This design comes from an exercise in tuning for small area and a short achievable clock period on the open sky130 flow, not from production work.
Where RTL was checked, it was by simulation tests only, not by an equivalence proof against the original.
No functional check of the RTL was part of run 6.
Power and IR drop assume default switching activity.

--- flow/flow/run.sh ---
#!/bin/bash
# The standard layout, with the port buffers made of the smallest buffer cell
# (buffer_ports otherwise picks sky130_fd_sc_hd__clkdlybuf4s50_1).
set -euo pipefail
export BUFFER_PORTS_ARGS="-buffer_cell sky130_fd_sc_hd__buf_1"
bash standard.sh > standard.log 2>&1
--- flow/standard.sh ---
#!/bin/bash
# synth_recipe.tcl (not shown) runs the flow's synth.tcl, then flattens the netlist and writes it again
# the make line also repeats each setting of config.mk as NAME=value (left out here)
make -C /OpenROAD-flow-scripts/flow DESIGN_CONFIG=/design/flow/config.mk WORK_HOME=/design/flow/orfs CLKGATE_MAP_FILE= SYNTH_SCRIPT=/design/flow/synth_recipe.tcl "${@:-finish}"
--- flow/config.mk ---
export PLATFORM = sky130hd
export DESIGN_NAME = stepper_seq
export DESIGN_NICKNAME = stepper_seq
export VERILOG_FILES = /design/flow/design.v
export SDC_FILE = /design/flow/constraint.sdc
export NUM_CORES = 4
export LEC_CHECK = 0
export ABC_AREA = 1
export CAP_MARGIN = 20
export CORE_MARGIN = 2
export CORE_UTILIZATION = 65
export CTS_BUF_LIST = sky130_fd_sc_hd__clkbuf_4 sky130_fd_sc_hd__clkbuf_8
export PLACE_DENSITY = 0.75
export SLEW_MARGIN = 20
--- flow/constraint.sdc ---
create_clock -name core_clock -period 65.0 [get_ports {clk}]
set_input_delay 13.0000 -clock core_clock [delete_from_list [all_inputs] [get_ports {clk}]]
set_output_delay 13.0000 -clock core_clock [all_outputs]
set_load 0.01 [all_outputs]
--- flow/design.v ---
module hi_step #(
    parameter LO = 13
) (
    input  wire [31:LO] now_hi,
    input  wire [31:LO] prev_hi,
    output wire         eq0,
    output wire         eqp,      
    output wire         eqm       
);
    localparam W = 32 - LO;
    wire [W-1:0] x = now_hi ^ prev_hi;
    wire [W-1:0] ones, zeros;       
    genvar i;
    generate for (i = 0; i < W; i = i + 1) begin : g_pre
        if (i == 0) begin : g0
            assign ones[i]  = 1'b1;
            assign zeros[i] = 1'b1;
        end else begin : gi
            assign ones[i]  = &prev_hi[LO+i-1:LO];
            assign zeros[i] = ~|prev_hi[LO+i-1:LO];
        end
    end endgenerate
    assign eq0 = ~|x;
    assign eqp = ~|(x ^ ones);
    assign eqm = ~|(x ^ zeros);
endmodule
module hi_step_ext (
    input  wire [5:0] now_mid,
    input  wire [5:0] prev_mid,
    input  wire       hi_eq0, hi_eqp, hi_eqm,
    output wire       eq0, eqp, eqm
);
    wire [5:0] x = now_mid ^ prev_mid;
    wire [5:0] ones, zeros;
    genvar i;
    generate for (i = 0; i < 6; i = i + 1) begin : g_pre
        if (i == 0) begin : g0
            assign ones[i]  = 1'b1;
            assign zeros[i] = 1'b1;
        end else begin : gi
            assign ones[i]  = &prev_mid[i-1:0];
            assign zeros[i] = ~|prev_mid[i-1:0];
        end
    end endgenerate
    wire top = &prev_mid;
    wire bot = ~|prev_mid;
    assign eq0 = hi_eq0 & ~|x;
    assign eqp = ~|(x ^ ones) & (top ? hi_eqp : hi_eq0);
    assign eqm = ~|(x ^ zeros) & (bot ? hi_eqm : hi_eq0);
endmodule
module lo_diff #(
    parameter LO = 13
) (
    input  wire [LO-1:0] now_lo,
    input  wire [LO-1:0] last_lo,
    input  wire          dh,
    input  wire          eq0, eqp, eqm,
    output wire [LO-1:0] y,
    output wire          b,         
    output wire          in_win     
);
    wire [LO-1:0] nn = ~now_lo;
    wire [LO-1:0] g0 = last_lo & nn;
    wire [LO-1:0] p0 = last_lo ^ nn;
    reg  [LO-1:0] G, P;
    integer lvl, j;
    always @(*) begin
        G = g0; P = p0;
        for (lvl = 1; lvl < LO; lvl = lvl * 2)
            for (j = LO - 1; j >= 0; j = j - 1)
                if ((j / lvl) % 2 == 1) begin
                    G[j] = G[j] | (P[j] & G[(j / lvl) * lvl - 1]);
                    P[j] = P[j] & P[(j / lvl) * lvl - 1];
                end
    end
    wire [LO:0] c = {G, 1'b0};           
    assign y = ~(p0 ^ c[LO-1:0]);
    assign b = c[LO];
    assign in_win = (b == dh) ? eq0 : b ? eqp : eqm;
endmodule
module stepper_channel (
    input  wire        clk,
    input  wire [12:0] now_lo,
    input  wire        eq0, eqp, eqm,  
    input  wire [1:0]  mcode,          
    input  wire        load,           
    output wire        due             
);
    reg [12:0] last_lo;
    reg        dh;
    wire [12:0] y;
    wire        b, in_win;
    lo_diff #(.LO(13)) u_d (.now_lo(now_lo), .last_lo(last_lo), .dh(dh),
                            .eq0(eq0), .eqp(eqp), .eqm(eqm),
                            .y(y), .b(b), .in_win(in_win));
    wire lt5000 = in_win & (y < 13'd5000);
    wire lt2000 = in_win & (y < 13'd2000);
    wire lt1250 = in_win & (y < 13'd1250);
    assign due = ~(mcode[1] ? lt1250 : mcode[0] ? lt2000 : lt5000);
    always @(posedge clk) begin
        if (load) last_lo <= now_lo;
        dh <= ~load & b;
    end
endmodule
module stepper_seq (
    input  wire        clk,
    input  wire        rst,           
    input  wire [31:0] now,           
    input  wire        rx_valid,      
    input  wire [7:0]  rx_byte,
    output wire [7:0]  dig,           
    output wire        ev_valid,      
    output wire [3:0]  ev_code,       
    output wire [2:0]  st_phase0,
    output wire [15:0] st_rate0,
    output wire        st_en0,
    output wire        st_moving0,
    output wire [31:0] st_pos0,
    output wire [2:0]  st_phase1,
    output wire [15:0] st_rate1,
    output wire        st_en1,
    output wire [3:0]  st_preset
);
    localparam [31:0] TIMEOUT = 32'd500000;
    reg  [1:0]  preset;         
    reg         wd_watch;       
    reg  [18:0] wd_last_lo;     
    reg         wd_dh;          
    reg  [31:13] now_prev;      
    reg         evv, evq;       
    reg         en0, s0, mv0, hm0, sp0, ls0, cp0;
    reg  [1:0]  m0;
    reg  [3:0]  rem0;
    reg  [31:0] q0;
    reg         en1, s1, ls1;
    reg  [1:0]  m1;
    reg  [1:0]  q1;
    wire [32:0] pc;
    wire [31:0] pos;
    assign pc[0] = ls0;
    genvar gi;
    generate for (gi = 0; gi < 32; gi = gi + 1) begin : g_pos
        assign pos[gi]  = q0[gi] ^ pc[gi];
        assign pc[gi+1] = pc[gi] & (q0[gi] ^ s0);
    end endgenerate
    wire [1:0]  ph1 = q1 + {ls1 & s1, ls1};
    wire [7:0] b = rx_byte;
    wire is_fwd   = rx_valid && (b == 8'h77 || b == 8'h57);             
    wire is_rev   = rx_valid && (b == 8'h73 || b == 8'h53);             
    wire is_left  = rx_valid && (b == 8'h61 || b == 8'h41);             
    wire is_right = rx_valid && (b == 8'h64 || b == 8'h44);             
    wire is_stop  = rx_valid && (b == 8'h78 || b == 8'h58 || b == 8'h20);  
    wire is_pre   = rx_valid && (b >= 8'h31 && b <= 8'h33);             
    wire is_query = rx_valid && (b == 8'h3F);                           
    wire is_jogf  = rx_valid && (b == 8'h2B);                           
    wire is_jogr  = rx_valid && (b == 8'h2D);                           
    wire is_home  = rx_valid && (b == 8'h68 || b == 8'h48);             
    wire drive     = is_fwd | is_rev | is_left | is_right;
    wire set_rate  = drive | is_stop;
    wire jog       = is_jogf | is_jogr;
    wire valid_dir = set_rate | is_pre | is_query | jog | is_home;
    wire        c_eq0, c_eqp, c_eqm, w_eq0, w_eqp, w_eqm;
    hi_step #(.LO(19)) u_hw (.now_hi(now[31:19]), .prev_hi(now_prev[31:19]),
                             .eq0(w_eq0), .eqp(w_eqp), .eqm(w_eqm));
    hi_step_ext u_hc (.now_mid(now[18:13]), .prev_mid(now_prev[18:13]),
                      .hi_eq0(w_eq0), .hi_eqp(w_eqp), .hi_eqm(w_eqm),
                      .eq0(c_eq0), .eqp(c_eqp), .eqm(c_eqm));
    wire [18:0] wd_y;
    wire        wd_b, wd_in;
    lo_diff #(.LO(19)) u_wd (.now_lo(now[18:0]), .last_lo(wd_last_lo), .dh(wd_dh),
                             .eq0(w_eq0), .eqp(w_eqp), .eqm(w_eqm),
                             .y(wd_y), .b(wd_b), .in_win(wd_in));
    wire        wd_trip = wd_watch & ~valid_dir & ~(wd_in & (wd_y <= TIMEOUT[18:0]));
    wire pos_zero = (pos == 32'd0);
    wire pos_ones = (pos == 32'hFFFFFFFF);
    wire pos_min  = (pos == 32'h80000000);
    wire mv_start = jog | (is_home & ~pos_zero);      
    wire mv_stop  = is_home & pos_zero;               
    wire       en0_d = set_rate ? drive : mv_start ? 1'b1 : mv_stop ? 1'b0 : en0;
    wire       s0_d  = set_rate ? (is_rev | is_left) :
                       mv_start ? (jog ? is_jogr : ~pos[31]) : s0;
    wire [1:0] m0_d  = set_rate ? preset : mv_start ? 2'd1 : m0;
    wire       mv0_d = mv_start | (mv0 & ~set_rate & ~mv_stop);
    wire       new0  = ~en0 & (drive | mv_start);     
    wire at_tgt0 = mv0 & ~set_rate & ~is_home & ~jog &
                   (hm0 ? (sp0 ? pos_ones : pos_zero) : (rem0 == 4'd0));
    wire       en1_d = set_rate ? drive : en1;
    wire       s1_d  = set_rate ? (is_rev | is_right) : s1;
    wire [1:0] m1_d  = set_rate ? preset : m1;
    wire       new1  = ~en1 & drive;
    wire due0, due1;
    wire tick0 = en0_d & ~new0 & due0;
    wire tick1 = en1_d & ~new1 & due1;
    wire done0 = tick0 & at_tgt0;
    wire adv0  = tick0 & ~at_tgt0;
    wire step0 = adv0 & ~wd_trip;
    wire step1 = tick1 & ~wd_trip;
    stepper_channel u_t0 (.clk(clk), .now_lo(now[12:0]),
                          .eq0(c_eq0), .eqp(c_eqp), .eqm(c_eqm), .mcode(m0_d),
                          .load(~en0 | due0), .due(due0));
    stepper_channel u_t1 (.clk(clk), .now_lo(now[12:0]),
                          .eq0(c_eq0), .eqp(c_eqp), .eqm(c_eqm), .mcode(m1_d),
                          .load(~en1 | due1), .due(due1));
    wire [3:0] rem0_b = jog ? 4'd10 : rem0;
    always @(posedge clk) begin
        if (rst) begin
            preset   <= 2'd0;
            wd_watch <= 1'b0;
            evv      <= 1'b0;
            en0      <= 1'b0;
            mv0      <= 1'b0;
            ls0      <= 1'b0;
            q0       <= 32'd0;
            en1      <= 1'b0;
            ls1      <= 1'b0;
            q1       <= 2'd0;
        end else begin
            if (is_pre)
                preset <= {b[1] & b[0], b[1] & ~b[0]};
            wd_watch <= valid_dir | (wd_watch & ~wd_trip);
            evv      <= is_query | wd_trip;
            en0      <= en0_d & ~wd_trip & ~done0;
            mv0      <= mv0_d & ~wd_trip & ~done0;
            ls0      <= step0;
            q0       <= pos;
            en1      <= en1_d & ~wd_trip;
            ls1      <= step1;
            q1       <= ph1;
        end
        now_prev <= now[31:13];
        if (valid_dir)
            wd_last_lo <= now[18:0];
        wd_dh <= ~valid_dir & wd_b;
        evq  <= is_query;
        cp0  <= done0;
        s0   <= s0_d;
        m0   <= m0_d;
        s1   <= s1_d;
        m1   <= m1_d;
        if (mv_start) begin
            hm0 <= is_home;
            sp0 <= pos_min;
        end
        rem0 <= adv0 ? rem0_b - 4'd1 : rem0_b;
    end
    reg [3:0] pat0;
    always @(*) begin
        case (pos[2:0])
            3'd0: pat0 = 4'h1;
            3'd1: pat0 = 4'h3;
            3'd2: pat0 = 4'h2;
            3'd3: pat0 = 4'h6;
            3'd4: pat0 = 4'h4;
            3'd5: pat0 = 4'hC;
            3'd6: pat0 = 4'h8;
            default: pat0 = 4'h9;
        endcase
    end
    wire [3:0] pat1 = 4'h1 << ph1;
    assign dig = {en1 ? pat1 : 4'h0, en0 ? pat0 : 4'h0};
    assign ev_valid = evv;
    assign ev_code  = {1'b0, evq, ~evq, ~evq};
    function [15:0] rate_val(input en, input s, input [1:0] m);
        reg [15:0] mag;
        begin
            mag = m[1] ? 16'd800 : m[0] ? 16'd500 : 16'd200;
            rate_val = ~en ? 16'd0 : s ? (~mag + 16'd1) : mag;
        end
    endfunction
    assign st_pos0    = q0;
    assign st_phase0  = q0[2:0];
    assign st_en0     = en0 | cp0;
    assign st_moving0 = mv0 | cp0;
    assign st_rate0   = rate_val(en0 | cp0, s0, m0);
    assign st_phase1  = {1'b0, q1};
    assign st_en1     = en1;
    assign st_rate1   = rate_val(en1, s1, m1);
    assign st_preset  = {2'b00, preset};
endmodule
==> notes.md, run 1 <==
Antenna diodes=0; Clk pwr share=0.378; first-pass GRT wire length=32.3 mm; cts bufs inserted=17; status=finished clean; drt drc=0; detailed placement HPWL=14.6 mm; grt total ovfl=0; Post-synth EDFFs=49; Pwr Total=202 uW; Starting Density=0.670; clk root buf=clkbuf_8; post-route setup slack=48.48 ns; Critical Path RT=64.98 ns; port buffer count=124; worst setup path endpoint=u_t0.last_lo[3]$_DFFE_PP_; Post-Syn Area=0.00849 sq mm; chip height=118 um; Pwr Density=21.4 mW/mm^2; Internal=144 uW; Max IR drop VDD=0.0170 mV; r2r startpoint=s0$_DFFE_PP_; Reg clk slew, reported paths=0.07 ns; initial antenna violation count=0; final hold vios=0; via count=7,526; sequential area share after synthesis=0.350; cell depth of the worst flop-to-flop path=21; TritonCTS clock tree=done; row count=41; Fmax=60.5 MHz; Max Fanout on Critical Path=14; endpoint type of the worst setup path=flop; setup TNS=0 ns; sequential share of power=0.434; Switching Share=0.288; CP startpoint=now[2]; Post-CTS Setup Bufs=0; Final setup viols=0; gpl congestion=0.928; static leakage=0.00437 uW; # resized after CTS=0; Detailed Route WL=19.2 mm; Hold Path Class=flop to flop; Worst setup SP type=primary input; clock tree buffer depth=2; Routed WL per cell=13.4 um; worst hold path startpoint=wd_watch$_SDFF_PP0_; R2R setup slack=59.98 ns; fin crit period=16.52 ns; clock sink count=124; worst path arrival time=16.50 ns; Netlist cell types=59; max-slew violations=0; clk latency of the worst-skew pair=0.47 ns; fillcell total=1,017; Psw=58.1 uW; Synth-to-Final Area Change=11.2%; initial DRC count=595; Storage cell area=0.00297 sq mm; share of layout cells above drive strength 1=0.0634; Worst-Margin Slew=0.956 ns; synthesis-stage register bit count=124; Core ar.=0.0127 sq mm; Gate Count Post-Synth=1,129; worst clock skew=0.00975 ns; pin count of the biggest net entering global routing=41; Die Wd=118 um; mean area per synthesized cell=7.52 sq um; Post-DRT Antenna Nets=0; number of max-cap violations=0; Multi-input gate area=0.00460 sq mm; Total GRT Usage=0.287; pre-CTS WS=48.04 ns; DIE AREA=0.0140 sq mm; Rel. slew slack=0.362; fin nets=1,348; Worst R2R End=u_t0.last_lo[3]$_DFFE_PP_; # hold bufs at CTS=0; drt pass-1 iters=5; H-tree Lvls=4; unrepaired setup endpoints after global routing=false; IO Pins=133; Gate power share=0.188; dominant synthesized flop cell=dfxtp_1; Final Cycle Share=0.254; vias per cell=5.25; critical path class=primary input to flop; Synth Warn #=4; Finished Core Util=0.745; asr flop ratio synth=0; vias in the first global route=7,089
-- cells by family (layout without fill, tap and decap cells) --
group,after synthesis,in the layout,share of synthesized area
simple gates,552,552,0.299
buf+inv,226,352,0.111
flops,124,124,0.350
compound gates,106,106,0.0790
xor+xnor,64,64,0.0660
fa+ha+maj,56,56,0.0940
other cells,1,8,0.000442
-- routing by layer --
metal  share of wire  up-vias  global-route usage
met5               0        -                   0
met1            0.46     3373               0.379
met3           0.065       39              0.0656
met2            0.45      245               0.458
met4           0.025        0               0.109
li1                -     3869                   -
-- per-stage QoR --
stage | hold WS (ns) | cells | cell area (sq um)
finish | 0.468 | 1434 | 9440
detailed placement | 0.454 | 1402 | 9000
global placement | 0.450 | 1402 | 9000
CTS | 0.465 | 1434 | 9440
floorplan | 0.439 | 1136 | 8520
global route | 0.503 | 1434 | 9440
-- power by group through the flow --
stage / clock network, uW / logic (uW) / registers, uW
after global routing: 80.3 / 43.4 / 87.8
after detailed placement: 0 / 37.0 / 89.1
after floorplan: 0 / 29.0 / 88.4
after CTS: 77.0 / 37.7 / 87.4
after global placement: 0 / 36.2 / 89.0
final: 76.2 / 37.9 / 87.5
-- state kept, by name (all words and copies together) (netlist names), 2 cells and up --
register	cells
m0	2
m1	2
now_prev	19
preset	2
q0	32
q1	2
rem0	4
u_t0.last_lo	13
u_t1.last_lo	13
wd_last_lo	19
-- how the worst min path moves through the flow --
stage / depth (start not counted) / end / slack, ns
final: 2 / wd_watch$_SDFF_PP0_ / 0.47
after global routing: 2 / wd_watch$_SDFF_PP0_ / 0.50
after detailed placement: 2 / wd_watch$_SDFF_PP0_ / 0.45
after global placement: 2 / wd_watch$_SDFF_PP0_ / 0.45
after CTS: 2 / wd_watch$_SDFF_PP0_ / 0.47
after floorplan: 2 / wd_watch$_SDFF_PP0_ / 0.44
-- final cells by class --
class | instances | area share
multi-input combinational | 786 | 0.487
clock inverter | 11 | 0.0178
clock buffer | 21 | 0.0293
sequential | 124 | 0.315
tap | 172 | 0.0228
timing repair buffer | 126 | 0.0509
inverter | 194 | 0.0771
-- layout by cell type, fill, tap and decap left out, types with 4 or more instances in the layout --
cell and n:
nand2_1 221, inv_1 188, nor2_1 154, buf_1 124, dfxtp_1 75, nand3_1 57
edfxtp_1 49, xor2_1 45, ha_1 43, a21oi_1 35, nor3_1 35, nand4_1 30
o21ai_0 22, xnor2_1 19, clkbuf_8 19, fa_1 13, nor4_1 11, or2_2 10
o21ai_1 8, conb_1 8, nand3b_1 7, nand3_2 6, a211oi_1 5, inv_2 5
nand2_2 4, a21o_1 4, o2111ai_1 4, clkinvlp_4 4, bufinv_16 4
-- critical path, cell delays in order --
cell and delay [ns]:
buf_1 0.26, inv_1 0.20, ha_1 0.34, nand2_1 0.08, nor2_1 0.04, a211oi_1 0.27, o21ai_0 0.21, a21o_1 0.21
a21oi_1 0.19, fa_1 0.45, inv_1 0.09, nor3_1 0.07, o31a_1 0.11, o31ai_1 0.21, nand2_1 0.10, nand3_2 0.09
nand3_1 0.59
-- cell usage after synthesis, types with 4 or more instances --
master,instances,area (sq um)
nand2_1,221,830
inv_1,188,706
nor2_1,154,578
dfxtp_1,75,1500
nand3_1,57,285
edfxtp_1,49,1470
xor2_1,45,394
ha_1,43,538
a21oi_1,35,175
nor3_1,35,175
nand4_1,30,188
buf_4,23,173
o21ai_0,22,110
xnor2_1,19,166
fa_1,13,260
nor4_1,11,68.8
or2_2,10,62.6
o21ai_1,8,40.0
nand3b_1,7,52.6
nand3_2,6,60.1
a211oi_1,5,37.5
clkbuf_1,5,18.8
inv_2,5,18.8
a21o_1,4,30.0
nand2_2,4,25.0
o2111ai_1,4,35.0
==> inputs of run 2 (changes only) <==
==> flow/flow/run.sh (replaced) <==
#!/bin/bash
# The standard layout, with two changes to how it is made:
# - the port buffers are the smallest buffer cell (buffer_ports otherwise
#   picks sky130_fd_sc_hd__clkdlybuf4s50_1);
# - clock tree synthesis adds no dummy loads to balance the tree.
set -euo pipefail
export BUFFER_PORTS_ARGS="-buffer_cell sky130_fd_sc_hd__buf_1"
export CTS_ARGS="-sink_clustering_enable -repair_clock_nets -dont_use_dummy_load -buf_list sky130_fd_sc_hd__clkbuf_8"
bash standard.sh > standard.log 2>&1
--- a/flow/config.mk
+++ b/flow/config.mk
@@ -8,3 +8,3 @@
 export ABC_AREA = 1
-export CAP_MARGIN = 20
+export CAP_MARGIN = 40
 export CORE_MARGIN = 2
@@ -13,2 +13,2 @@
 export PLACE_DENSITY = 0.75
-export SLEW_MARGIN = 20
+export SLEW_MARGIN = 60
==> run 2 against run 1 <==
  * First-iteration DRC count is 18% lower
  * Worst hold slack got worse by 0.0035 ns
  * Clock power down 35%
  * Final cell count decreased by 1.0%
  * Power fell by 14%
  * Synthesized cell count did not move
  * Combinational power about the same
  * Clock skew increased by 0.0023 ns
==> notes.md, run 2 <==
most frequent cells in the layout=nand2_1 (221), inv_1 (187), nor2_1 (153) (was nand2_1 (221), inv_1 (188), nor2_1 (154)); Final Cycle Share=0.253 (was 0.254); Yosys top cell by area=dfxtp_1 (unchanged); Post-Syn Area=0.00849 sq mm (unchanged); worst clock skew=0.0120 ns (was 0.00975 ns); Design Area, Final=0.00926 sq mm (was 0.00944 sq mm); met2 wire len=8.57 mm (was 8.60 mm); Fmax=60.9 MHz (was 60.5 MHz); number of max-cap violations=0 (unchanged); commonest non-fill, non-tap cell in the layout=nand2_1 (unchanged); fin crit period=16.42 ns (was 16.52 ns); cts bufs inserted=17 (unchanged); DR top layer=met4 (unchanged); Reg clk slew, reported paths=0.06 ns (was 0.07 ns); chip height=118 um (unchanged); share of the synthesized area in the top cell type=0.177 (unchanged); # hold bufs at CTS=0 (unchanged); via count=7,503 (was 7,526); synthesis-stage register bit count=124 (unchanged); Netlist cell types=59 (unchanged); detailed placement HPWL=14.7 mm (was 14.6 mm); status=finished clean (unchanged); WL met1=8.71 mm (was 8.86 mm); sequential area share after synthesis=0.350 (unchanged); grt total ovfl=0 (unchanged); Post-synth EDFFs=49 (unchanged); initial DRC count=485 (was 595); commonest cells in the netlist=nand2_1 (221), inv_1 (188), nor2_1 (154) (unchanged); port buffer count=124 (unchanged); Max Fanout on Critical Path=14 (unchanged); max FFs per register=32 (unchanged); worst path arrival time=16.55 ns (was 16.50 ns); Hold Path Class=flop to flop (unchanged); clock tree buffer depth=2 (unchanged); Critical Path RT=65.14 ns (was 64.98 ns); Max IR drop VDD=0.0162 mV (was 0.0170 mV); Antenna diodes=0 (unchanged); IO Pins=133 (unchanged); mean area per synthesized cell=7.52 sq um (unchanged); max-slew violations=0 (unchanged); gpl congestion=0.928 (unchanged); static leakage=0.00428 uW (was 0.00437 uW); critical path class=primary input to flop (unchanged); Pwr Density=18.8 mW/mm^2 (was 21.4 mW/mm^2); Worst-Margin Slew=0.534 ns (was 0.956 ns); Die Wd=118 um (unchanged); clk latency of the worst-skew pair=0.45 ns (was 0.47 ns); drt drc=0 (unchanged); Post-CTS Setup Bufs=0 (unchanged); clock sink count=124 (unchanged); DIE AREA=0.0140 sq mm (unchanged); row count=41 (unchanged); Total GRT Usage=0.280 (was 0.287); CP peak stage delay=0.48 ns (was 0.59 ns); H-tree Lvls=4 (unchanged); most frequent cell after synthesis=nand2_1 (unchanged); endpoint type of the worst setup path=flop (unchanged); crit-path cells=buf_1 -> inv_1 -> ha_1 -> nand2_1 -> nor2_1 -> a211oi_1 -> o21ai_0 -> a21o_1 -> a21oi_1 -> fa_1 -> a31o_2 -> nand2_1 -> inv_1 -> o221ai_1 -> nand3_1 -> a21oi_1 -> nand4_1 -> or2_2 (was buf_1 -> inv_1 -> ha_1 -> nand2_1 -> nor2_1 -> a211oi_1 -> o21ai_0 -> a21o_1 -> a21oi_1 -> fa_1 -> inv_1 -> nor3_1 -> o31a_1 -> o31ai_1 -> nand2_1 -> nand3_2 -> nand3_1); unrepaired setup endpoints after global routing=false (unchanged); Worst setup SP type=primary input (unchanged); first-pass GRT wire length=31.9 mm (was 32.3 mm); dominant synthesized flop cell=dfxtp_1 (unchanged); Area after DPL=0.00901 sq mm (was 0.00900 sq mm); Starting Density=0.670 (unchanged); pin count of the biggest net entering global routing=41 (unchanged); Top Registers=q0 (32), now_prev (19), wd_last_lo (19) (unchanged); Core ar.=0.0127 sq mm (unchanged); vias per cell=5.29 (was 5.25); Rel. slew slack=0.644 (was 0.362); Routed WL per cell=13.3 um (was 13.4 um); Synth Warn #=4 (unchanged); Biggest register=q0 (unchanged); Finished Core Util=0.731 (was 0.745); Post-DRT Antenna Nets=0 (unchanged); initial antenna violation count=0 (unchanged); Synth-to-Final Area Change=9.06% (was 11.2%); Pwr Total=174 uW (was 202 uW); setup TNS=0 ns (unchanged); Synth area leaders=dfxtp_1 (18%), edfxtp_1 (17%), nand2_1 (9.8%) (unchanged); vias in the first global route=7,026 (was 7,089); # resized after CTS=0 (unchanged); TritonCTS clock tree=done (unchanged); Final setup viols=0 (unchanged); Detailed Route WL=18.9 mm (was 19.2 mm); Worst path slowest cell=or2_2 (was nand3_1); clk root buf=clkbuf_8 (unchanged); Gate Count Post-Synth=1,129 (unchanged); drt pass-1 iters=5 (unchanged); final hold vios=0 (unchanged); asr flop ratio synth=0 (unchanged); fin nets=1,348 (unchanged); share of layout cells above drive strength 1=0.0577 (was 0.0634); met3 wire length=1.29 mm (was 1.24 mm)
[run 2: cell counts after synthesis]
No cell type changed its count.
[run 2: metal layers]
metal,GRT usage,vias up
met5,0,-
met4,0.0828,0
met3,0.0695,25
met2,0.451,246
met1,0.374,3373
li1,-,3859
[run 2: final cells by class]
type | instances | area, sq um
Inverter | 194 | 731
Clock buffer | 17 | 234
Timing Repair Buffer | 126 | 480
Multi-Input combinational cell | 786 | 4630
Tap cell | 172 | 215
Fill cell | 1080 | 3410
Sequential cell | 124 | 2970
[run 2: worst max-delay path, delay by kind of cell]
family                   cells  cell delay (ns)
AO/OA/AOI/OAI                7             1.39
AND/OR/NAND/NOR              6             0.85
adder cells (fa/ha/maj)      2             0.79
buffers and inverters        3             0.52
[run 2: power by group]
part / leakage (uW) / switching, uW / internal [uW]
clock: 0.000122 / 26.2 / 22.9
combinational: 0.00306 / 23.5 / 14.1
sequential: 0.00109 / 2.59 / 84.9
[run 2: stage by stage]
step / setup slack (ns) / hold WS, ns / cells
after floorplan: 48.91 / 0.439 / 1136
after global routing: 48.27 / 0.501 / 1419
after detailed placement: 48.15 / 0.454 / 1402
after global placement: 48.18 / 0.450 / 1402
final: 48.58 / 0.465 / 1419
after CTS: 48.63 / 0.464 / 1419
[run 2: worst paths after layout]
path	from	endpoint	slack, ns	cells past startpoint
worst max-delay path	now[2]	u_t1.last_lo[1]$_DFFE_PP_	48.58	18
worst min-delay path	wd_watch$_SDFF_PP0_	wd_watch$_SDFF_PP0_	0.46	2
worst max register to register	s0$_DFFE_PP_	u_t0.last_lo[2]$_DFFE_PP_	60.52	21
worst min register to register	wd_watch$_SDFF_PP0_	wd_watch$_SDFF_PP0_	0.46	2
[run 2: cells by family after synthesis]
group	Yosys count	share of synthesized area
other cells	1	0.000442
fa+ha+maj	56	0.0940
flops	124	0.350
xor+xnor	64	0.0660
simple gates	552	0.299
buf+inv	226	0.111
compound gates	106	0.0790
==> inputs of run 3 (changes only) <==
--- a/flow/flow/run.sh
+++ b/flow/flow/run.sh
@@ -7,3 +7,3 @@
 export BUFFER_PORTS_ARGS="-buffer_cell sky130_fd_sc_hd__buf_1"
-export CTS_ARGS="-sink_clustering_enable -repair_clock_nets -dont_use_dummy_load -buf_list sky130_fd_sc_hd__clkbuf_8"
+export CTS_ARGS="-sink_clustering_enable -repair_clock_nets -dont_use_dummy_load -buf_list sky130_fd_sc_hd__clkbuf_4"
 bash standard.sh > standard.log 2>&1
--- a/flow/config.mk
+++ b/flow/config.mk
@@ -13,2 +13,2 @@
 export PLACE_DENSITY = 0.75
-export SLEW_MARGIN = 60
+export SLEW_MARGIN = 75
==> run 3 against run 2 <==
  * Critical path depth grew 8
  * Wire length grew 0.68%
  * Final cell count grew 0.35%
  * Worst hold slack gained 0.0017 ns
  * Critical endpoint is now en0$_SDFF_PP0_
  * Clock power shrank 26%
  * Area after synthesis is the same
==> notes.md, run 3 <==
status=finished clean (unchanged); max FFs per register=32 (unchanged); synthesis-stage register bit count=124 (unchanged); Core ar.=0.0127 sq mm (unchanged); placed cells=1,405 (was 1,402); Post-Syn Area=0.00849 sq mm (unchanged); CP peak stage delay=0.48 ns (about the same); Worst path slowest cell=fa_1 (was or2_2); number of max-cap violations=0 (unchanged); Fmax=62.6 MHz (was 60.9 MHz); clock sink count=124 (unchanged); DIE AREA=0.0140 sq mm (unchanged); initial DRC count=602 (was 485); Psw=51.1 uW (was 52.3 uW); cts bufs inserted=17 (unchanged); Gate power share=0.237 (was 0.216); clk latency of the worst-skew pair=0.56 ns (was 0.45 ns); Hold Crit Endpoint=wd_watch$_SDFF_PP0_ (unchanged); static leakage=0.00429 uW (was 0.00428 uW); cell depth of the worst flop-to-flop path=22 (was 21); Worst setup SP type=primary input (unchanged); drt pass-1 iters=6 (was 5); Routed WL per cell=13.4 um (was 13.3 um); worst path bufs/invs=5 (was 3); worst clock skew=0.0330 ns (was 0.0120 ns); port buffer count=124 (unchanged); worst path arrival time=16.42 ns (was 16.55 ns); Starting Density=0.670 (unchanged); TritonCTS clock tree=done (unchanged); clk root buf=clkbuf_4 (was clkbuf_8); pre-CTS WS=48.32 ns (was 48.15 ns); unrepaired setup endpoints after global routing=false (unchanged); share of the synthesized area in the top cell type=0.177 (unchanged); Die Wd=118 um (unchanged); fin crit period=15.99 ns (was 16.42 ns); initial antenna violation count=2 (was 0); Final Cycle Share=0.246 (was 0.253); Internal=111 uW (was 122 uW); Post-synth EDFFs=49 (unchanged); WHS Path Cells=2 (unchanged); pin count of the biggest net entering global routing=41 (unchanged); Final setup viols=0 (unchanged); Netlist cell types=59 (unchanged); gpl congestion=0.928 (unchanged); Critical Path RT=65.44 ns (was 65.14 ns); r2r startpoint=s0$_DFFE_PP_ (unchanged); # hold bufs at CTS=0 (unchanged); grt total ovfl=0 (unchanged); via count=7,572 (was 7,503); Synth-to-Final Area Change=10.1% (was 9.06%); vias per cell=5.32 (was 5.29); IO Pins=133 (unchanged); Top Registers=q0 (32), now_prev (19), wd_last_lo (19) (unchanged); post-route setup slack=49.01 ns (was 48.58 ns); non-filler cells, final=1,424 (was 1,419); most frequent cell after synthesis=nand2_1 (unchanged); H-tree Lvls=4 (unchanged); critical path class=primary input to flop (unchanged); Reg clk slew, reported paths=0.09 ns (was 0.06 ns); worst hold slack=0.466 ns (was 0.465 ns); Gate Count Post-Synth=1,129 (unchanged); row count=41 (unchanged); Hold Path Class=flop to flop (unchanged); family with the most delay on the worst path=simple AND/OR/NAND/NOR gates (was compound AO/OA/AOI/OAI gates); Detailed Route WL=19.0 mm (was 18.9 mm); worst hold path startpoint=wd_watch$_SDFF_PP0_ (unchanged); endpoint type of the worst setup path=flop (unchanged); asr flop ratio synth=0 (unchanged); commonest non-fill, non-tap cell in the layout=nand2_1 (unchanged); dominant synthesized flop cell=dfxtp_1 (unchanged); Total GRT Usage=0.277 (was 0.280); Clk pwr share=0.223 (was 0.282); first-pass GRT wire length=31.5 mm (was 31.9 mm); share of layout cells above drive strength 1=0.0784 (was 0.0577); sequential share of power=0.540 (was 0.502); # resized after CTS=0 (unchanged); Max Fanout on Critical Path=4 (was 14); Biggest register=q0 (unchanged); Post-DRT Antenna Nets=0 (unchanged); Synth Warn #=4 (unchanged); chip height=118 um (unchanged); Pwr Density=17.3 mW/mm^2 (was 18.8 mW/mm^2); Post-CTS Setup Bufs=0 (unchanged); clock tree buffer depth=2 (unchanged); drt drc=0 (unchanged); Synth area leaders=dfxtp_1 (18%), edfxtp_1 (17%), nand2_1 (9.8%) (unchanged); vias in the first global route=6,918 (was 7,026); final hold vios=0 (unchanged); commonest cells in the netlist=nand2_1 (221), inv_1 (188), nor2_1 (154) (unchanged); most frequent CP cell=nand2_1; R2R setup slack=60.85 ns (was 60.52 ns); sequential area share after synthesis=0.350 (unchanged); Worst R2R End=u_t0.last_lo[12]$_DFFE_PP_ (was u_t0.last_lo[2]$_DFFE_PP_); setup TNS=0 ns (unchanged); detailed placement HPWL=14.8 mm (was 14.7 mm); most frequent cells in the layout=nand2_1 (221), inv_1 (186), nor2_1 (151) (was nand2_1 (221), inv_1 (187), nor2_1 (153)); max-slew violations=0 (unchanged); fin nets=1,351 (was 1,348); Switching Share=0.315 (was 0.300); mean area per synthesized cell=7.52 sq um (unchanged); Max IR drop VDD=0.0167 mV (was 0.0162 mV); Yosys top cell by area=dfxtp_1 (unchanged)
-- run 3: cell counts after synthesis --
No cell type changed its count.
-- run 3: tightest hold or removal path, stage by stage (launching register included) --
cell	delay (ns)
dfxtp_1	0.32
nand2_1	0.06
a21oi_1	0.05
-- run 3: worst max-delay path by stage --
stage | startpoint | to | cells after the start
2_1_floorplan | now[0] | u_t0.last_lo[0]$_DFFE_PP_ | 19
3_3_place_gp | now[2] | u_t0.last_lo[8]$_DFFE_PP_ | 17
3_5_place_dp | now[2] | u_t1.last_lo[3]$_DFFE_PP_ | 18
4_1_cts | now[2] | u_t1.last_lo[1]$_DFFE_PP_ | 18
5_1_grt | now[0] | en0$_SDFF_PP0_ | 26
6_report | now[0] | en0$_SDFF_PP0_ | 26
-- run 3: power groups by stage --
stage                     registers [uW]  logic, uW  clock network (uW)
after floorplan                     88.4       29.0                   0
final                               87.5       38.5                36.2
after CTS                           87.4       37.9                37.0
after global placement              89.0       36.2                   0
after global routing                87.9       44.1                40.3
after detailed placement            89.1       37.6                   0
-- run 3: per-layer routing --
metal	global-route usage	vias up	wire, um
met2	0.447	247	8720
met5	0	-	0
met3	0.0623	30	1190
met4	0.0836	0	310
li1	-	3867	-
met1	0.374	3428	8790
-- run 3: logic make-up (layout without fill, tap and decap cells) --
kind of cell,Yosys count,after routing,synth area share
fa+ha+maj,56,56,0.0940
other cells,1,10,0.000442
flops,124,124,0.350
simple gates,552,552,0.299
compound gates,106,106,0.0790
buf+inv,226,340,0.111
xor+xnor,64,64,0.0660
-- run 3: area by class of cell --
| cell class | instances | area [sq um] |
|---|---|---|
| Inverter | 194 | 736 |
| Antenna cell | 2 | 5.00 |
| Fill cell | 1064 | 3320 |
| Multi-Input combinational cell | 786 | 4790 |
| Timing Repair Buffer | 129 | 507 |
| Clock buffer | 17 | 128 |
| Tap cell | 172 | 215 |
| Sequential cell | 124 | 2970 |
-- run 3: per-stage QoR --
step	utilization	power, uW	cell area (sq um)
after floorplan	-	117	8520
after global placement	0.710	125	9000
after detailed placement	0.721	127	9140
after CTS	0.731	162	9260
after global routing	0.738	172	9350
final	0.738	162	9350
==> inputs of run 4 (changes only) <==
--- a/flow/config.mk
+++ b/flow/config.mk
@@ -13,2 +13,2 @@
 export PLACE_DENSITY = 0.75
-export SLEW_MARGIN = 75
+export SLEW_MARGIN = 60
==> run 4 against run 3 <==
  * Critical path type unchanged
  * Largest cell class unchanged
  * Clock-buffer cell count stayed put
  * Largest power group unchanged
  * Via count is 0.95% lower
  * Sequential cell count stayed put
  * Core utilization is 1.5 points lower
==> notes.md, run 4 <==
status=finished clean (unchanged); asr flop ratio synth=0 (unchanged); Worst setup SP type=primary input (unchanged); worst path arrival time=16.56 ns (was 16.42 ns); Synth-to-Final Area Change=7.87% (was 10.1%); detailed placement HPWL=14.7 mm (was 14.8 mm); Hold Path Class=flop to flop (unchanged); chip height=118 um (unchanged); pin count of the biggest net entering global routing=41 (unchanged); Rel. slew slack=0.647; static leakage=0.00423 uW (was 0.00429 uW); # hold bufs at CTS=0 (unchanged); row count=41 (unchanged); Netlist cell types=59 (unchanged); initial DRC count=550 (was 602); port buffer count=124 (unchanged); fin nets=1,348 (was 1,351); Top Registers=q0 (32), now_prev (19), wd_last_lo (19) (unchanged); commonest cells in the netlist=nand2_1 (221), inv_1 (188), nor2_1 (154) (unchanged); Worst path slowest cell=or2_2 (was fa_1); Synth area leaders=dfxtp_1 (18%), edfxtp_1 (17%), nand2_1 (9.8%) (unchanged); most frequent cells in the layout=nand2_1 (221), inv_1 (187), nor2_1 (153) (was nand2_1 (221), inv_1 (186), nor2_1 (151)); Final Cycle Share=0.251 (was 0.246); Post-Syn Area=0.00849 sq mm (unchanged); CP peak stage delay=0.48 ns (about the same); vias in the first global route=6,989 (was 6,918); Max Fanout on Critical Path=14 (was 4); Finished Core Util=0.723 (was 0.738); cts bufs inserted=17 (unchanged); Core ar.=0.0127 sq mm (unchanged); Critical Path RT=65.23 ns (was 65.44 ns); Synth Warn #=4 (unchanged); Total GRT Usage=0.276 (was 0.277); share of layout cells above drive strength 1=0.0577 (was 0.0784); clock tree buffer depth=2 (unchanged); Post-CTS Setup Bufs=0 (unchanged); number of max-cap violations=0 (unchanged); Yosys top cell by area=dfxtp_1 (unchanged); unrepaired setup endpoints after global routing=false (unchanged); Biggest register=q0 (unchanged); Max IR drop VDD=0.0141 mV (was 0.0167 mV); max-slew violations=0 (unchanged); worst clock skew=0.0212 ns (was 0.0330 ns); Routed WL per cell=13.2 um (was 13.4 um); initial antenna violation count=1 (was 2); endpoint type of the worst setup path=flop (unchanged); post-route setup slack=48.67 ns (was 49.01 ns); gpl congestion=0.928 (unchanged); H-tree Lvls=4 (unchanged); dominant synthesized flop cell=dfxtp_1 (unchanged); Post-DRT Antenna Nets=0 (unchanged); mean area per synthesized cell=7.52 sq um (unchanged); crit-path cells=buf_1 -> inv_1 -> ha_1 -> nand2_1 -> nor2_1 -> a211oi_1 -> o21ai_0 -> a21o_1 -> a21oi_1 -> fa_1 -> a31o_2 -> nand2_1 -> inv_1 -> o221ai_1 -> nand3_1 -> a21oi_1 -> nand4_1 -> or2_2; # resized after CTS=0 (unchanged); drt pass-1 iters=5 (was 6); DIE AREA=0.0140 sq mm (unchanged); Pwr Density=17.6 mW/mm^2 (was 17.3 mW/mm^2); setup TNS=0 ns (unchanged); Starting Density=0.670 (unchanged); final hold vios=0 (unchanged); Die Wd=118 um (unchanged); Post-synth EDFFs=49 (unchanged); clk latency of the worst-skew pair=0.54 ns (was 0.56 ns); worst hold slack=0.469 ns (was 0.466 ns); Reg clk slew, reported paths=0.09 ns (about the same); Detailed Route WL=18.7 mm (was 19.0 mm); IO Pins=133 (unchanged); Gate Count Post-Synth=1,129 (unchanged); clock sink count=124 (unchanged); fin crit period=16.33 ns (was 15.99 ns); via count=7,500 (was 7,572); Worst-Margin Slew=0.528 ns; vias per cell=5.28 (was 5.32); most frequent cell after synthesis=nand2_1 (unchanged); max FFs per register=32 (unchanged); grt total ovfl=0 (unchanged); Fmax=61.2 MHz (was 62.6 MHz); commonest non-fill, non-tap cell in the layout=nand2_1 (unchanged); TritonCTS clock tree=done (unchanged); pre-CTS WS=48.15 ns (was 48.32 ns); critical path class=primary input to flop (unchanged); synthesis-stage register bit count=124 (unchanged); first-pass GRT wire length=31.7 mm (was 31.5 mm); Final setup viols=0 (unchanged); clk root buf=clkbuf_4 (unchanged); sequential area share after synthesis=0.350 (unchanged); drt drc=0 (unchanged); share of the synthesized area in the top cell type=0.177 (unchanged)
[run 4: cell types whose count changed in the layout (fill, tap and decap cells not counted), moves of 2 or more]
cell and delta:
xor2_1 +7, xor2_2 -7, clkbuf_2 -3, nor3_1 +3, o21ai_0 +3, o21ai_2 -3
buf_1 +2, nor2_1 +2, nor3_2 -2, nor4_1 +2, o21ai_1 +2, o21ai_4 -2
[run 4: worst paths after layout]
| path | startpoint | to | slack (ns) | cells after the start |
|---|---|---|---|---|
| max | now[2] | u_t1.last_lo[1]$_DFFE_PP_ | 48.67 | 18 |
| min | wd_watch$_SDFF_PP0_ | wd_watch$_SDFF_PP0_ | 0.47 | 2 |
| max reg2reg | s0$_DFFE_PP_ | u_t0.last_lo[1]$_DFFE_PP_ | 60.51 | 21 |
| min reg2reg | wd_watch$_SDFF_PP0_ | wd_watch$_SDFF_PP0_ | 0.47 | 2 |
[run 4: cell families (layout without fill, tap and decap cells)]
| group | after synthesis | after routing | synth area share |
|---|---|---|---|
| fa+ha+maj | 56 | 56 | 0.0940 |
| flops | 124 | 124 | 0.350 |
| compound gates | 106 | 106 | 0.0790 |
| xor+xnor | 64 | 64 | 0.0660 |
| buf+inv | 226 | 337 | 0.111 |
| simple gates | 552 | 552 | 0.299 |
| other cells | 1 | 10 | 0.000442 |
[run 4: critical path, delay by kind of cell]
kind,cells,cell delay (ns)
AND/OR/NAND/NOR,6,0.86
buffers and inverters,3,0.51
AO/OA/AOI/OAI,7,1.40
adder cells (fa/ha/maj),2,0.79
[run 4: cell type report]
cell class              instances  area, sq um
diodes                          2         5.00
clock buffers                  17          128
fillers                      1093         3510
inverters                     194          731
multi-input cells             786         4630
flip-flops and latches        124         2970
well taps                     172          215
repair buffers                126          480
[run 4: where the power goes]
part / switching (uW) / leakage, uW / internal (uW)
logic: 23.4 / 0.00306 / 14.1
clock network: 24.3 / 0.0000782 / 11.9
registers: 2.64 / 0.00109 / 84.8
[run 4: per-stage QoR]
| stage | total power [uW] | instances | cell area, sq um |
|---|---|---|---|
| floorplan | 117 | 1136 | 8520 |
| global placement | 125 | 1402 | 9000 |
| detailed placement | 126 | 1402 | 9010 |
| CTS | 162 | 1419 | 9140 |
| global route | 171 | 1421 | 9160 |
| finish | 161 | 1421 | 9160 |
[run 4: metal layers]
layer,wire (um),GRT usage
met1,8860,0.376
met2,8460,0.446
met3,1120,0.0492
met4,288,0.0926
met5,0,0
==> inputs of run 5 (changes only) <==
--- a/flow/config.mk
+++ b/flow/config.mk
@@ -9,6 +9,8 @@
 export CAP_MARGIN = 40
+export CELL_PAD_IN_SITES_DETAIL_PLACEMENT = 0
+export CELL_PAD_IN_SITES_GLOBAL_PLACEMENT = 0
 export CORE_MARGIN = 2
-export CORE_UTILIZATION = 65
+export CORE_UTILIZATION = 70
 export CTS_BUF_LIST = sky130_fd_sc_hd__clkbuf_4 sky130_fd_sc_hd__clkbuf_8
-export PLACE_DENSITY = 0.75
+export PLACE_DENSITY = 0.8
 export SLEW_MARGIN = 60
==> run 5 against run 4 <==
  * Still clean
  * Clock-buffer cell count stayed put
  * Die area is 6.9% lower
  * Global-route usage grew 1.6 points
  * Area after synthesis is the same
  * Register-to-register slack better by 0.06 ns
  * Core utilization up 4.4 points
==> notes.md, run 5 <==
Detailed Route WL=18.2 mm (was 18.7 mm); cell depth of the worst flop-to-flop path=20 (was 21); cts bufs inserted=17 (unchanged); Die Wd=114 um (was 118 um); static leakage=0.00424 uW (was 0.00423 uW); clock tree buffer depth=2 (unchanged); Total GRT Usage=0.293 (was 0.276); first-pass GRT wire length=30.4 mm (was 31.7 mm); initial antenna violation count=1 (unchanged); Finished Core Util=0.767 (was 0.723); clock sink count=124 (unchanged); Synth Warn #=4 (unchanged); worst hold path startpoint=wd_watch$_SDFF_PP0_ (unchanged); endpoint type of the worst setup path=flop (unchanged); Synth area leaders=dfxtp_1 (18%), edfxtp_1 (17%), nand2_1 (9.8%) (unchanged); WHS Path Cells=2 (unchanged); Max Fanout on Critical Path=14 (unchanged); sequential area share after synthesis=0.350 (unchanged); share of the synthesized area in the top cell type=0.177 (unchanged); Hold Path Class=flop to flop (unchanged); Compound-Gate Fraction of Synth Area=0.0790 (unchanged); vias in the first global route=6,756 (was 6,989); clk latency of the worst-skew pair=0.53 ns (was 0.54 ns); Biggest register=q0 (unchanged); chip height=114 um (was 118 um); Starting Density=0.713 (was 0.670); TritonCTS clock tree=done (unchanged); XOR/XNOR share of the synthesized area=0.0660 (unchanged); Internal=111 uW (about the same); max-slew violations=0 (unchanged); Worst R2R End=u_t0.last_lo[0]$_DFFE_PP_ (was u_t0.last_lo[1]$_DFFE_PP_); most used routing layer=met2 (unchanged); Top Registers=q0 (32), now_prev (19), wd_last_lo (19) (unchanged); Post-DRT Antenna Nets=0 (unchanged); mux cell area share after synthesis=0 (unchanged); Synth Area in Adders=0.0940 (unchanged); Switching Share=0.311 (was 0.313); Psw=50.0 uW (was 50.4 uW); r2r startpoint=s0$_DFFE_PP_ (unchanged); detailed placement HPWL=14.2 mm (was 14.7 mm); Worst path slowest cell=fa_1 (was or2_2); CP peak stage delay=0.48 ns (about the same); Max IR drop VDD=0.0165 mV (was 0.0141 mV); synthesis-stage register bit count=124 (unchanged); most frequent cell after synthesis=nand2_1 (unchanged); Yosys top cell by area=dfxtp_1 (unchanged); Core ar.=0.0119 sq mm (was 0.0127 sq mm); unrepaired setup endpoints after global routing=false (unchanged); grt total ovfl=0 (unchanged); DIE AREA=0.0130 sq mm (was 0.0140 sq mm); worst path arrival time=16.56 ns (about the same); dominant synthesized flop cell=dfxtp_1 (unchanged); pin count of the biggest net entering global routing=41 (unchanged); Fmax=61.1 MHz (was 61.2 MHz); critical path class=primary input to flop (unchanged); Gate Count Post-Synth=1,129 (unchanged); Synth-to-Final Area Change=7.58% (was 7.87%); Pwr Density=17.6 mW/mm^2 (about the same); crit-path cells=buf_1 -> inv_1 -> ha_1 -> nand2_1 -> nor2_1 -> a211oi_1 -> o21ai_0 -> a21o_1 -> a21oi_1 -> fa_1 -> a31o_2 -> nand2_1 -> inv_1 -> o221ai_1 -> nand3_1 -> a21oi_1 -> nand4_1 -> or2_2 (unchanged); Reg clk slew, reported paths=0.10 ns (was 0.09 ns); Clk pwr share=0.222 (was 0.225); number of max-cap violations=0 (unchanged); mean area per synthesized cell=7.52 sq um (unchanged); asr flop ratio synth=0 (unchanged); Post-Synth Simple-Gate Area=0.299 (unchanged); fin crit period=16.37 ns (was 16.33 ns); drt pass-1 iters=5 (unchanged); Rel. slew slack=0.567 (was 0.647); fillcell total=918 (was 1,093); commonest cells in the netlist=nand2_1 (221), inv_1 (188), nor2_1 (154) (unchanged); max FFs per register=32 (unchanged); Critical Path RT=65.20 ns (was 65.23 ns); worst clock skew=0.0435 ns (was 0.0212 ns); clk root buf=clkbuf_4 (unchanged); M3 GR Usage=0.0715 (was 0.0492); final hold vios=0 (unchanged); commonest non-fill, non-tap cell in the layout=nand2_1 (unchanged); setup TNS=0 ns (unchanged); Netlist cell types=59 (unchanged); Final setup viols=0 (unchanged); Routed WL per cell=13.0 um (was 13.2 um); vias per cell=5.39 (was 5.28); pre-CTS WS=48.17 ns (was 48.15 ns); status=finished clean (unchanged); GR Util met2=0.464 (was 0.446); initial DRC count=586 (was 550); met1 usage=0.406 (was 0.376); drt drc=0 (unchanged); Post-synth EDFFs=49 (unchanged); gpl congestion=0.943 (was 0.928); # resized after CTS=0 (unchanged); row count=40 (was 41); Gate power share=0.235 (was 0.233); post-route setup slack=48.63 ns (was 48.67 ns); port buffer count=124 (unchanged); IO Pins=133 (unchanged); Worst setup SP type=primary input (unchanged); Hold Crit Endpoint=wd_watch$_SDFF_PP0_ (unchanged); main combinational cell family by area after synthesis=simple AND/OR/NAND/NOR gates (unchanged); most frequent cells in the layout=nand2_1 (221), inv_1 (187), nor2_1 (153) (unchanged); # hold bufs at CTS=0 (unchanged); Worst-Margin Slew=0.643 ns (was 0.528 ns); R2R setup slack=60.57 ns (was 60.51 ns); H-tree Lvls=4 (unchanged); Post-CTS Setup Bufs=0 (unchanged); fin nets=1,349 (was 1,348); sequential share of power=0.543 (about the same); share of layout cells above drive strength 1=0.0577 (about the same); via count=7,529 (was 7,500); Final Cycle Share=0.252 (was 0.251); Post-Syn Area=0.00849 sq mm (unchanged)
[run 5: cell counts after synthesis]
Identical to the previous run, type by type.
[run 5: final cells by class]
| class | count | area, sq um | share of cell area |
|---|---|---|---|
| sequential | 124 | 2970 | 0.326 |
| multi-input combinational | 786 | 4620 | 0.506 |
| antenna | 1 | 2.50 | 0.000274 |
| timing repair buffer | 127 | 495 | 0.0543 |
| tap | 147 | 184 | 0.0201 |
| inverter | 194 | 731 | 0.0800 |
| clock buffer | 17 | 128 | 0.0140 |
[run 5: how the worst max path moves through the flow]
stage	startpoint	to	slack, ns	cells after the start
floorplan	now[0]	u_t0.last_lo[0]$_DFFE_PP_	48.91	19
detailed placement	now[2]	u_t1.last_lo[4]$_DFFE_PP_	48.17	18
CTS	now[2]	u_t1.last_lo[0]$_DFFE_PP_	48.70	18
global route	now[2]	u_t1.last_lo[0]$_DFFE_PP_	48.40	18
finish	now[2]	u_t1.last_lo[0]$_DFFE_PP_	48.63	18
global placement	now[2]	u_t0.last_lo[6]$_DFFE_PP_	48.22	17
[run 5: worst max-delay path, delay by kind of cell]
kind	cells	cell delay (ns)
AOI/OAI and AO/OA	7	1.44
adders and majority gates	2	0.80
buffers and inverters	3	0.50
and+or+nand+nor	6	0.82
[run 5: logic make-up (layout without fill, tap and decap cells)]
kind of cell             count (synthesis)  count (layout)
buffers and inverters                  226             338
adder cells (fa/ha/maj)                 56              56
AO/OA/AOI/OAI                          106             106
AND/OR/NAND/NOR                        552             552
other                                    1               9
XOR/XNOR                                64              64
flip-flops                             124             124
[run 5: through the flow]
stage / std cells / instance area [sq um] / power, uW / hold WS (ns)
after detailed placement: 1378 / 9000 / 126 / 0.454
after CTS: 1395 / 9130 / 161 / 0.469
after global placement: 1376 / 8960 / 125 / 0.450
final: 1396 / 9130 / 161 / 0.470
after global routing: 1396 / 9130 / 171 / 0.498
after floorplan: 1136 / 8520 / 117 / 0.439
[run 5: routing by layer]
metal | up-vias | share of wire
met3 | 17 | 0.065
met5 | - | 0
met2 | 256 | 0.45
met4 | 0 | 0.0092
li1 | 3867 | -
met1 | 3389 | 0.47
[run 5: power by group through the flow]
stage	Combinational [uW]	Clock, uW	Sequential [uW]
after floorplan	29.0	0	88.4
after global placement	36.1	0	89.1
after detailed placement	37.3	0	89.1
after CTS	37.6	36.6	87.3
after global routing	43.0	39.7	87.9
final	37.8	35.7	87.3
==> inputs of run 6 (changes only) <==
--- a/flow/design.v
+++ b/flow/design.v
@@ -80,2 +80,31 @@
 endmodule
+module lo_diff_n #(
+    parameter LO = 13
+) (
+    input  wire [LO-1:0] now_lo,
+    input  wire [LO-1:0] nlast_lo,    
+    input  wire          dh,
+    input  wire          eq0, eqp, eqm,
+    output wire [LO-1:0] y,
+    output wire          b,           
+    output wire          in_win       
+);
+    wire [LO-1:0] g0 = now_lo & nlast_lo;     
+    wire [LO-1:0] p0 = now_lo ^ nlast_lo;     
+    reg  [LO-1:0] G, P;
+    integer lvl, j;
+    always @(*) begin
+        G = g0; P = p0;
+        for (lvl = 1; lvl < LO; lvl = lvl * 2)
+            for (j = LO - 1; j >= 0; j = j - 1)
+                if ((j / lvl) % 2 == 1) begin
+                    G[j] = G[j] | (P[j] & G[(j / lvl) * lvl - 1]);
+                    P[j] = P[j] & P[(j / lvl) * lvl - 1];
+                end
+    end
+    wire [LO:0] c = {G | P, 1'b1};
+    assign y = p0 ^ c[LO-1:0];
+    assign b = ~c[LO];
+    assign in_win = (b == dh) ? eq0 : b ? eqp : eqm;
+endmodule
 module stepper_channel (
@@ -88,3 +117,3 @@
 );
-    reg [12:0] last_lo;
+    reg [12:0] nlast_lo;    
     reg        dh;
@@ -92,3 +121,3 @@
     wire        b, in_win;
-    lo_diff #(.LO(13)) u_d (.now_lo(now_lo), .last_lo(last_lo), .dh(dh),
+    lo_diff_n #(.LO(13)) u_d (.now_lo(now_lo), .nlast_lo(nlast_lo), .dh(dh),
                             .eq0(eq0), .eqp(eqp), .eqm(eqm),
@@ -100,3 +129,3 @@
     always @(posedge clk) begin
-        if (load) last_lo <= now_lo;
+        if (load) nlast_lo <= ~now_lo;
         dh <= ~load & b;
--- a/flow/config.mk
+++ b/flow/config.mk
@@ -9,8 +9,6 @@
 export CAP_MARGIN = 40
-export CELL_PAD_IN_SITES_DETAIL_PLACEMENT = 0
-export CELL_PAD_IN_SITES_GLOBAL_PLACEMENT = 0
 export CORE_MARGIN = 2
-export CORE_UTILIZATION = 70
+export CORE_UTILIZATION = 65
 export CTS_BUF_LIST = sky130_fd_sc_hd__clkbuf_4 sky130_fd_sc_hd__clkbuf_8
-export PLACE_DENSITY = 0.8
+export PLACE_DENSITY = 0.75
 export SLEW_MARGIN = 60
==> run 6 against run 5 <==
  * Clock power barely moved
  * Critical endpoint is now mv0$_SDFF_PP0_
  * Die area rose by 10%
  * Via count rose by 4.0%
  * Maximum frequency rose by 1.4%
  * Combinational power rose by 3%
  * Power rose by 0.71%
  * Sequential share of layout area fell by 0.99 points
  * Critical path type unchanged
  * Highest routed layer unchanged
  * Worst hold slack improved by 0.0037 ns
  * Area after synthesis rose by 3.0%
  * Final cell count rose by 7.4%
  * Largest power group unchanged
  * Register-to-register slack improved by 0.20 ns
  * Non-clock buffer count rose by 2
==> notes.md, run 6 <==
clock tree buffer depth=2 (unchanged); worst path arrival time=16.60 ns (was 16.56 ns); clk root buf=clkbuf_4 (unchanged); Final setup viols=0 (unchanged); Routed WL per cell=12.8 um (was 13.0 um); clock sink count=124 (unchanged); Gate Count Post-Synth=1,201 (was 1,129); via count=7,831 (was 7,529); critical path class=primary input to flop (unchanged); Post-Syn Area=0.00874 sq mm (was 0.00849 sq mm); port buffer count=124 (unchanged); drt drc=0 (unchanged); grt total ovfl=0 (unchanged); Synth Warn #=4 (unchanged); number of max-cap violations=0 (unchanged); Final Cycle Share=0.248 (was 0.252); detailed placement HPWL=15.1 mm (was 14.2 mm); setup TNS=0 ns (unchanged); clk latency of the worst-skew pair=0.53 ns (about the same); gpl congestion=0.898 (was 0.943); max FFs per register=32 (unchanged); static leakage=0.00447 uW (was 0.00424 uW); fin nets=1,421 (was 1,349); synthesis-stage register bit count=124 (unchanged); worst clock skew=0.0254 ns (was 0.0435 ns); Max Fanout on Critical Path=5 (was 14); drt pass-1 iters=5 (unchanged); endpoint type of the worst setup path=flop (unchanged); unrepaired setup endpoints after global routing=false (unchanged); Die Wd=120 um (was 114 um); vias per cell=5.22 (was 5.39); most frequent cell after synthesis=nand2_1 (unchanged); Worst setup SP type=primary input (unchanged); # hold bufs at CTS=0 (unchanged); vias in the first global route=6,999 (was 6,756); TritonCTS clock tree=done (unchanged); Core ar.=0.0132 sq mm (was 0.0119 sq mm); fin crit period=16.13 ns (was 16.37 ns); initial DRC count=558 (was 586); DIE AREA=0.0144 sq mm (was 0.0130 sq mm); commonest cells in the netlist=nand2_1 (260), inv_1 (196), nor2_1 (147) (was nand2_1 (221), inv_1 (188), nor2_1 (154)); IO Pins=133 (unchanged); Post-synth EDFFs=49 (unchanged); share of layout cells above drive strength 1=0.0643 (was 0.0577); Total GRT Usage=0.277 (was 0.293); Critical Path RT=65.47 ns (was 65.20 ns); Reg clk slew, reported paths=0.09 ns (was 0.10 ns); Starting Density=0.663 (was 0.713); share of the synthesized area in the top cell type=0.172 (was 0.177); dominant synthesized flop cell=dfxtp_1 (unchanged); worst hold slack=0.474 ns (was 0.470 ns); Synth-to-Final Area Change=7.74% (was 7.58%); Rel. slew slack=0.652 (was 0.567); commonest non-fill, non-tap cell in the layout=nand2_1 (unchanged); Fmax=62.0 MHz (was 61.1 MHz); H-tree Lvls=4 (unchanged); Detailed Route WL=19.2 mm (was 18.2 mm); Netlist cell types=55 (was 59); first-pass GRT wire length=31.9 mm (was 30.4 mm); Biggest register=q0 (unchanged); Max IR drop VDD=0.0107 mV (was 0.0165 mV); row count=42 (was 40); most frequent cells in the layout=nand2_1 (260), inv_1 (195), nor2_1 (146) (was nand2_1 (221), inv_1 (187), nor2_1 (153)); Top Registers=q0 (32), now_prev (19), wd_last_lo (19) (unchanged); Synth area leaders=dfxtp_1 (17%), edfxtp_1 (17%), nand2_1 (11%) (was dfxtp_1 (18%), edfxtp_1 (17%), nand2_1 (9.8%)); Pwr Density=17.2 mW/mm^2 (was 17.6 mW/mm^2); status=finished clean (unchanged); Worst-Margin Slew=0.520 ns (was 0.643 ns); initial antenna violation count=1 (unchanged); Post-CTS Setup Bufs=0 (unchanged); max-slew violations=0 (unchanged); cts bufs inserted=17 (unchanged); Yosys top cell by area=dfxtp_1 (unchanged); pin count of the biggest net entering global routing=40 (was 41); chip height=120 um (was 114 um); final hold vios=0 (unchanged); mean area per synthesized cell=7.28 sq um (was 7.52 sq um); asr flop ratio synth=0 (unchanged); sequential area share after synthesis=0.340 (was 0.350); Post-DRT Antenna Nets=0 (unchanged); Hold Path Class=flop to flop (unchanged); # resized after CTS=0 (unchanged)
[run 6: kinds of logic after synthesis]
group | Yosys count | share of synthesized area
AOI/OAI and AO/OA | 119 | 0.0794
xor gates and xnor gates | 61 | 0.0620
adders and majority gates | 54 | 0.0816
buffers and inverters | 238 | 0.114
DFF | 124 | 0.340
other | 1 | 0.000429
and+or+nand+nor | 604 | 0.322
[run 6: per-layer routing]
metal	vias up	track usage	share of wire
li1	4097	-	-
met1	3506	0.380	0.48
met2	204	0.443	0.46
met3	24	0.0461	0.047
met4	0	0.0941	0.016
met5	-	0	0
[run 6: power breakdown]
group / switching [uW] / internal, uW
registers: 2.38 / 84.7
logic: 24.7 / 14.2
clock network: 24.0 / 11.9
total: 51.1 / 111
[run 6: through the flow]
stage	util	setup slack (ns)	total power, uW	cells	area (sq um)
6_report	0.714	48.87	162	1499	9420
5_1_grt	0.714	48.46	173	1499	9420
4_1_cts	0.713	48.96	163	1498	9400
3_5_place_dp	0.703	48.37	127	1481	9280
3_3_place_gp	0.700	48.31	126	1476	9230
2_1_floorplan	-	49.01	119	1208	8770
[run 6: worst paths after layout]
path | slack [ns] | startpoint | depth (start not counted) | endpoint
worst max register to register | 60.77 | s0$_DFFE_PP_ | 23 | u_t0.nlast_lo[10]$_DFFE_PP_
worst max-delay path | 48.87 | now[0] | 23 | mv0$_SDFF_PP0_
worst min-delay path | 0.47 | wd_watch$_SDFF_PP0_ | 2 | wd_watch$_SDFF_PP0_
worst min register to register | 0.47 | wd_watch$_SDFF_PP0_ | 2 | wd_watch$_SDFF_PP0_
[run 6: area by class of cell]
cell class / instances / area, sq um
well taps: 176 / 220
inverters: 206 / 778
fillers: 1224 / 3770
multi-input cells: 846 / 4810
flip-flops and latches: 124 / 2970
diodes: 1 / 2.50
repair buffers: 129 / 502
clock buffers: 17 / 128
[run 6: worst max-delay path, stage by stage]
cell and delay [ns]:
buf_1 0.17, inv_1 0.13, ha_1 0.21, inv_1 0.06, fa_1 0.18, inv_1 0.07, nand3_1 0.07, nand2_1 0.08
fa_1 0.49, nand2_1 0.05, o41ai_1 0.43, o2111ai_1 0.23, o21ai_0 0.25, nand3_1 0.10, nor3_1 0.19, nor2_1 0.06
o2111ai_1 0.23, o21ai_0 0.11, nand2_1 0.14, nand2_1 0.12, inv_1 0.07, nand2_1 0.06, nor2_1 0.08

[separate check: timing with driven ports]
The results above use ideal ports. As a check the final layouts listed here were re-extracted and re-timed, cells and wires unchanged. Step 1 assumes that a clkbuf_16 drives the clock port and a buf_2 every other input. Step 2, shift: input delay + t, output delay - t, t = (earliest + latest rising clock arrival at the registers) / 2. This alone moves slack from input paths to output paths. Slacks: ideal / step 1 / step 2; pairs: ideal / step 1.
run | shift t [ns] | setup WS [ns] | latest minus earliest clock arrival (ns) | worst slew at a driven data input, ns | pins driven straight from the clock port
run 1 | 0.501 | 48.478 / 48.493 / 47.992 | 0.010 / 0.010 | 0.04 | 1
run 2 | 0.479 | 48.584 / 48.600 / 48.121 | 0.012 / 0.012 | 0.03 | 1
run 3 | 0.583 | 49.015 / 49.031 / 48.448 | 0.033 / 0.033 | 0.03 | 1
run 4 | 0.574 | 48.669 / 48.685 / 48.112 | 0.023 / 0.023 | 0.03 | 1
run 5 | 0.551 | 48.634 / 48.648 / 48.097 | 0.044 / 0.043 | 0.03 | 1
run 6 | 0.558 | 48.866 / 48.886 / 48.327 | 0.026 / 0.025 | 0.03 | 1
After both steps every run listed still meets setup and hold. The setup slack of run 3, which loses most, moves by +0.016 ns with the drivers and by -0.567 ns with both steps.
